From an optimization exercise on the open Yosys and OpenROAD flow, aimed at small area, a short achievable clock period and few clock cycles per item; shortcuts taken in it are not production practice. At most, simulation tests tie the RTL to the original design; equivalence was not proved. Power is estimated from default activity; no workload was simulated.

==> flow/design.v (excerpt) <==
module csum_unit #(
    parameter [15:0] RXB         = 16'h4000,
    parameter [15:0] TXB         = 16'h8000,
    parameter [15:0] RXBUF_SIZE  = 16'd1536,
    parameter [15:0] TXBUF_SIZE  = 16'd1536
) (
    input  wire        clk,
    input  wire        rst,           
    input  wire        cmd_valid,
    output wire        cmd_ready,
    input  wire [31:0] cmd_seed,
    input  wire [15:0] cmd_addr,
    input  wire [15:0] cmd_len,
    output wire        mem_req,
    input  wire        mem_gnt,
    output wire [13:0] mem_waddr,
    input  wire [31:0] mem_rdata,
    output wire        rsp_valid,
    output wire        rsp_err,
    output wire [15:0] rsp_sum
);
Size in the first run: ~650 cells after synthesis, ~110 flip-flops, roughly 130 I/O pins, about 6100 sq um of cells after synthesis.
==> module csum_unit, before the edit <==
module csum_unit #(
    parameter [15:0] RXB         = 16'h4000,
    parameter [15:0] TXB         = 16'h8000,
    parameter [15:0] RXBUF_SIZE  = 16'd1536,
    parameter [15:0] TXBUF_SIZE  = 16'd1536
) (
    input  wire        clk,
    input  wire        rst,           
    input  wire        cmd_valid,
    output wire        cmd_ready,
    input  wire [31:0] cmd_seed,
    input  wire [15:0] cmd_addr,
    input  wire [15:0] cmd_len,
    output wire        mem_req,
    input  wire        mem_gnt,
    output wire [13:0] mem_waddr,
    input  wire [31:0] mem_rdata,
    output wire        rsp_valid,
    output wire        rsp_err,
    output wire [15:0] rsp_sum
);
    reg        idle;       
    reg        busy;       
    reg        chk;        
    reg        chk2;       
    reg        reqv;       
    reg        first;      
    reg        dvalid;     
    reg        dfirst;     
    reg        dlast;      
    reg        rlast;      
    reg        f1;         
    reg        f2;         
    reg        wq;         
    reg        rspv;
    reg        err;        
    reg        rerr;       
    reg        pre_ok;     
    reg        sel;        
    reg [1:0]  a_lo;       
    reg [10:0] l;          
    reg [8:0]  w;          
    reg [31:0] r;          
    reg [15:0] acc_lo;
    reg [15:0] acc_hi;
    reg [1:0]  cy;         
    wire [11:0] ta = {1'b0, w, a_lo};
    wire [11:0] tb = {1'b0, l};
    wire [12:0] t  = {1'b0, ~(ta ^ tb)} + {(ta | tb), 1'b0};
    wire        ok = pre_ok && (!t[12] || (!t[11] && !(t[10] && t[9])));
    wire        zero = (l == 11'd0);
    wire        none = chk && zero;
    wire gnt      = reqv && mem_gnt;
    wire single   = (l[10:3] == 8'd0) && ({1'b0, l[2:0]} + {2'b00, a_lo} <= 4'd4);
    wire last_now = chk ? single : (w == l[10:2]);
    wire accept   = !busy && cmd_valid;
    reg  [8:0] w_all;      
    integer k;
    always @(*) begin
        w_all[0] = 1'b1;
        for (k = 1; k < 9; k = k + 1)
            w_all[k] = w_all[k-1] & w[k-1];
    end
    wire [8:0] w_n = w ^ (w_all & {9{gnt}});
    wire [3:0] m_lo = dfirst ? (4'b1111 << a_lo) : 4'b1111;
    wire [3:0] m_hi = dlast  ? (4'b1111 >> (2'd3 - l[1:0])) : 4'b1111;
    wire [3:0] m    = {4{dvalid && !err}} & m_lo & m_hi;
    wire [3:0] ms   = m & {4{!a_lo[0]}};                      
    wire [3:0] mx   = {m[2], m[3], m[0], m[1]} & {4{a_lo[0]}};  
    wire [31:0] rd  = mem_rdata;
    wire [31:0] rdx = {rd[23:16], rd[31:24], rd[7:0], rd[15:8]};
    wire [15:0] hi_n = acc_hi + {14'd0, cy};
    wire        inj  = rlast || (chk && zero);
    wire [31:0] r_n  = (rd  & {{8{ms[3]}}, {8{ms[2]}}, {8{ms[1]}}, {8{ms[0]}}}) |
                       (rdx & {{8{mx[3]}}, {8{mx[2]}}, {8{mx[1]}}, {8{mx[0]}}}) |
                       ({6'd0, lo_n[17:16], 8'd0, hi_n[7:0], hi_n[15:8]} & {32{inj}});
    wire [15:0] w0   = {r[7:0], r[15:8]};
    wire [15:0] w1   = {r[23:16], r[31:24]};
    wire [15:0] cs_s = acc_lo ^ w0 ^ w1;
    wire [15:0] cs_c = (acc_lo & w0) | (acc_lo & w1) | (w0 & w1);
    wire [17:0] lo_n = {2'd0, cs_s} + {1'd0, cs_c, f2 && (cy[1] || (cy[0] && !wq))};
    wire [15:0] fh   = {r[7:0], r[15:8]};
    wire        fwr  = ((fh == 16'hffff) && (r[25:24] != 2'd0)) ||
                       ((fh == 16'hfffe) && r[25]);
    wire        nc   = (acc_lo[15:12] != 4'hf) && (fh[15:11] == 5'd0);
    always @(posedge clk) begin
        r      <= r_n;
        dfirst <= first;
        dlast  <= last_now;
        acc_hi <= !busy ? cmd_seed[31:16] : hi_n;
        cy     <= !busy ? 2'd0 : lo_n[17:16];
        if (!busy)
            acc_lo <= cmd_seed[15:0];
        else if (chk2 && err)
            acc_lo <= 16'd0;
        else
            acc_lo <= lo_n[15:0];
        if (!busy) begin
            pre_ok <= ((cmd_addr[15:11] == 5'b01000) || (cmd_addr[15:11] == 5'b10000)) &&
                      (cmd_len[15:11] == 5'd0);
            sel    <= cmd_addr[15];
            a_lo   <= cmd_addr[1:0];
        end
        if (!busy)
            l <= cmd_len[10:0];
        else if (chk)
            l <= t[10:0];
        w <= !busy ? cmd_addr[10:2] : w_n;
        if (chk)
            err <= !ok;
        rerr <= chk2 && err;
        wq <= fwr;
    end
    always @(posedge clk) begin
        if (rst) begin
            idle   <= 1'b1;
            busy   <= 1'b0;
            chk    <= 1'b0;
            chk2   <= 1'b0;
            reqv   <= 1'b0;
            dvalid <= 1'b0;
            rlast  <= 1'b0;
            f1     <= 1'b0;
            f2     <= 1'b0;
            rspv   <= 1'b0;
        end else begin
            chk    <= accept;
            chk2   <= chk;
            dvalid <= gnt && !none;
            rlast  <= dvalid && dlast && !err;
            f1     <= rlast || (chk && zero);
            f2     <= f1 && !err && !nc;
            rspv   <= (f1 && nc) || f2 || (chk2 && err);
            if (accept) begin
                idle  <= 1'b0;
                busy  <= 1'b1;
                reqv  <= 1'b1;
                first <= 1'b1;
            end
            if (rspv) begin
                idle <= 1'b1;
                busy <= 1'b0;
            end
            if (gnt) begin
                first <= 1'b0;
                if (last_now)
                    reqv <= 1'b0;
            end
            if (none || (chk2 && err))
                reqv <= 1'b0;
        end
    end
    assign cmd_ready = idle;
    assign mem_req   = reqv;
    assign mem_waddr = {sel, ~sel, 3'b000, w};
    assign rsp_valid = rspv;
    assign rsp_err   = rerr;
    assign rsp_sum   = acc_lo;
endmodule
export LEC_CHECK = 0
export CAP_MARGIN = 20
export CORE_MARGIN = 2
export CORE_UTILIZATION = 40
export SLEW_MARGIN = 20
create_clock -name core_clock -period 10.0 [get_ports {clk}]
standard.sh (not shown) runs the stock make flow with config.mk's settings and CLKGATE_MAP_FILE= SYNTH_SCRIPT=/design/flow/synth_recipe.tcl, a recipe that flattens the netlist after the stock synthesis.
==> flow/flow/run.sh <==
#!/bin/bash
export BUFFER_PORTS_ARGS="-buffer_cell sky130_fd_sc_hd__buf_1"
export SETUP_SLACK_MARGIN=6.9
bash standard.sh > standard.log 2>&1
Testbench counts at the start, summed over its fixed seeds: cycles 63,482, items 512.
Next try:
--- a/flow/design.v
+++ b/flow/design.v
@@ -29,12 +29,11 @@
     reg        dfirst;     
     reg        dlast;      
     reg        rlast;      
+    reg        g;          
     reg        f1;         
     reg        f2;         
-    reg        wq;         
     reg        rspv;
     reg        err;        
-    reg        rerr;       
     reg        pre_ok;     
     reg        sel;        
     reg [1:0]  a_lo;       
@@ -54,14 +53,6 @@
     wire single   = (l[10:3] == 8'd0) && ({1'b0, l[2:0]} + {2'b00, a_lo} <= 4'd4);
     wire last_now = chk ? single : (w == l[10:2]);
     wire accept   = !busy && cmd_valid;
-    reg  [8:0] w_all;      
-    integer k;
-    always @(*) begin
-        w_all[0] = 1'b1;
-        for (k = 1; k < 9; k = k + 1)
-            w_all[k] = w_all[k-1] & w[k-1];
-    end
-    wire [8:0] w_n = w ^ (w_all & {9{gnt}});
     wire [3:0] m_lo = dfirst ? (4'b1111 << a_lo) : 4'b1111;
     wire [3:0] m_hi = dlast  ? (4'b1111 >> (2'd3 - l[1:0])) : 4'b1111;
     wire [3:0] m    = {4{dvalid && !err}} & m_lo & m_hi;
@@ -70,19 +61,15 @@
     wire [31:0] rd  = mem_rdata;
     wire [31:0] rdx = {rd[23:16], rd[31:24], rd[7:0], rd[15:8]};
     wire [15:0] hi_n = acc_hi + {14'd0, cy};
-    wire        inj  = rlast || (chk && zero);
+    wire        inj  = g || (chk && zero);
     wire [31:0] r_n  = (rd  & {{8{ms[3]}}, {8{ms[2]}}, {8{ms[1]}}, {8{ms[0]}}}) |
                        (rdx & {{8{mx[3]}}, {8{mx[2]}}, {8{mx[1]}}, {8{mx[0]}}}) |
-                       ({6'd0, lo_n[17:16], 8'd0, hi_n[7:0], hi_n[15:8]} & {32{inj}});
+                       {16'd0, hi_n[7:0], hi_n[15:8]} & {32{inj}};
     wire [15:0] w0   = {r[7:0], r[15:8]};
     wire [15:0] w1   = {r[23:16], r[31:24]};
     wire [15:0] cs_s = acc_lo ^ w0 ^ w1;
     wire [15:0] cs_c = (acc_lo & w0) | (acc_lo & w1) | (w0 & w1);
-    wire [17:0] lo_n = {2'd0, cs_s} + {1'd0, cs_c, f2 && (cy[1] || (cy[0] && !wq))};
-    wire [15:0] fh   = {r[7:0], r[15:8]};
-    wire        fwr  = ((fh == 16'hffff) && (r[25:24] != 2'd0)) ||
-                       ((fh == 16'hfffe) && r[25]);
-    wire        nc   = (acc_lo[15:12] != 4'hf) && (fh[15:11] == 5'd0);
+    wire [17:0] lo_n = {2'd0, cs_s} + {1'd0, cs_c, f2 & cy[0]};
     always @(posedge clk) begin
         r      <= r_n;
         dfirst <= first;
@@ -105,11 +92,12 @@
             l <= cmd_len[10:0];
         else if (chk)
             l <= t[10:0];
-        w <= !busy ? cmd_addr[10:2] : w_n;
+        if (!busy)
+            w <= cmd_addr[10:2];
+        else if (gnt)
+            w <= w + 9'd1;
         if (chk)
             err <= !ok;
-        rerr <= chk2 && err;
-        wq <= fwr;
     end
     always @(posedge clk) begin
         if (rst) begin
@@ -120,6 +108,7 @@
             reqv   <= 1'b0;
             dvalid <= 1'b0;
             rlast  <= 1'b0;
+            g      <= 1'b0;
             f1     <= 1'b0;
             f2     <= 1'b0;
             rspv   <= 1'b0;
@@ -128,9 +117,10 @@
             chk2   <= chk;
             dvalid <= gnt && !none;
             rlast  <= dvalid && dlast && !err;
-            f1     <= rlast || (chk && zero);
-            f2     <= f1 && !err && !nc;
-            rspv   <= (f1 && nc) || f2 || (chk2 && err);
+            g      <= rlast;
+            f1     <= g || (chk && zero);
+            f2     <= f1 && !err;
+            rspv   <= f2 || (chk2 && err);
             if (accept) begin
                 idle  <= 1'b0;
                 busy  <= 1'b1;
@@ -154,6 +144,6 @@
     assign mem_req   = reqv;
     assign mem_waddr = {sel, ~sel, 3'b000, w};
     assign rsp_valid = rspv;
-    assign rsp_err   = rerr;
+    assign rsp_err   = err;
     assign rsp_sum   = acc_lo;
 endmodule
=> The new run completed with no timing, DRC or antenna violations; synthesized area falls by a few percent; final cell count went down by a few percent; final area went down slightly; routed wire length shrinks by a little under a tenth; critical path depth stays the same; clock power shrinks slightly; sequential power goes up slightly; fmax is lower slightly; register-to-register slack gets worse by 0.04 ns; worst hold slack loses 0.028 ns; setup slack loses 0.041 ns; flip-flop and latch count shrinks by 1.
For the second run of this note, only the layout was checked, not whether the RTL still works.

-- re-timing with driven ports --
The flow's constraints put no driver on any port. The routed layouts listed below were extracted and timed again, unchanged, in two steps. Step 1: set_driving_cell puts a clkbuf_16 on clk and a buf_2 on each other input, an assumption about the parent block. Step 2 also shifts input and output timing later by t, the mid clock arrival at the registers, as if the neighbouring blocks saw the same clock. Three values: ideal, step 1, step 2; two values: the first two.
run | t, ns | setup slack, ns | worst setup path after step 2 | pins driven straight from the clock port
the first run | 0.395 | 7.013 / 6.972 / 6.762 | input to register | 1
the second run | 0.388 | 6.971 / 6.929 / 7.037 | register to register | 1
After both steps setup and hold are still met in every run listed. The setup slack of the first run, which loses most, moves by -0.041 ns with the drivers and by -0.251 ns with both steps.
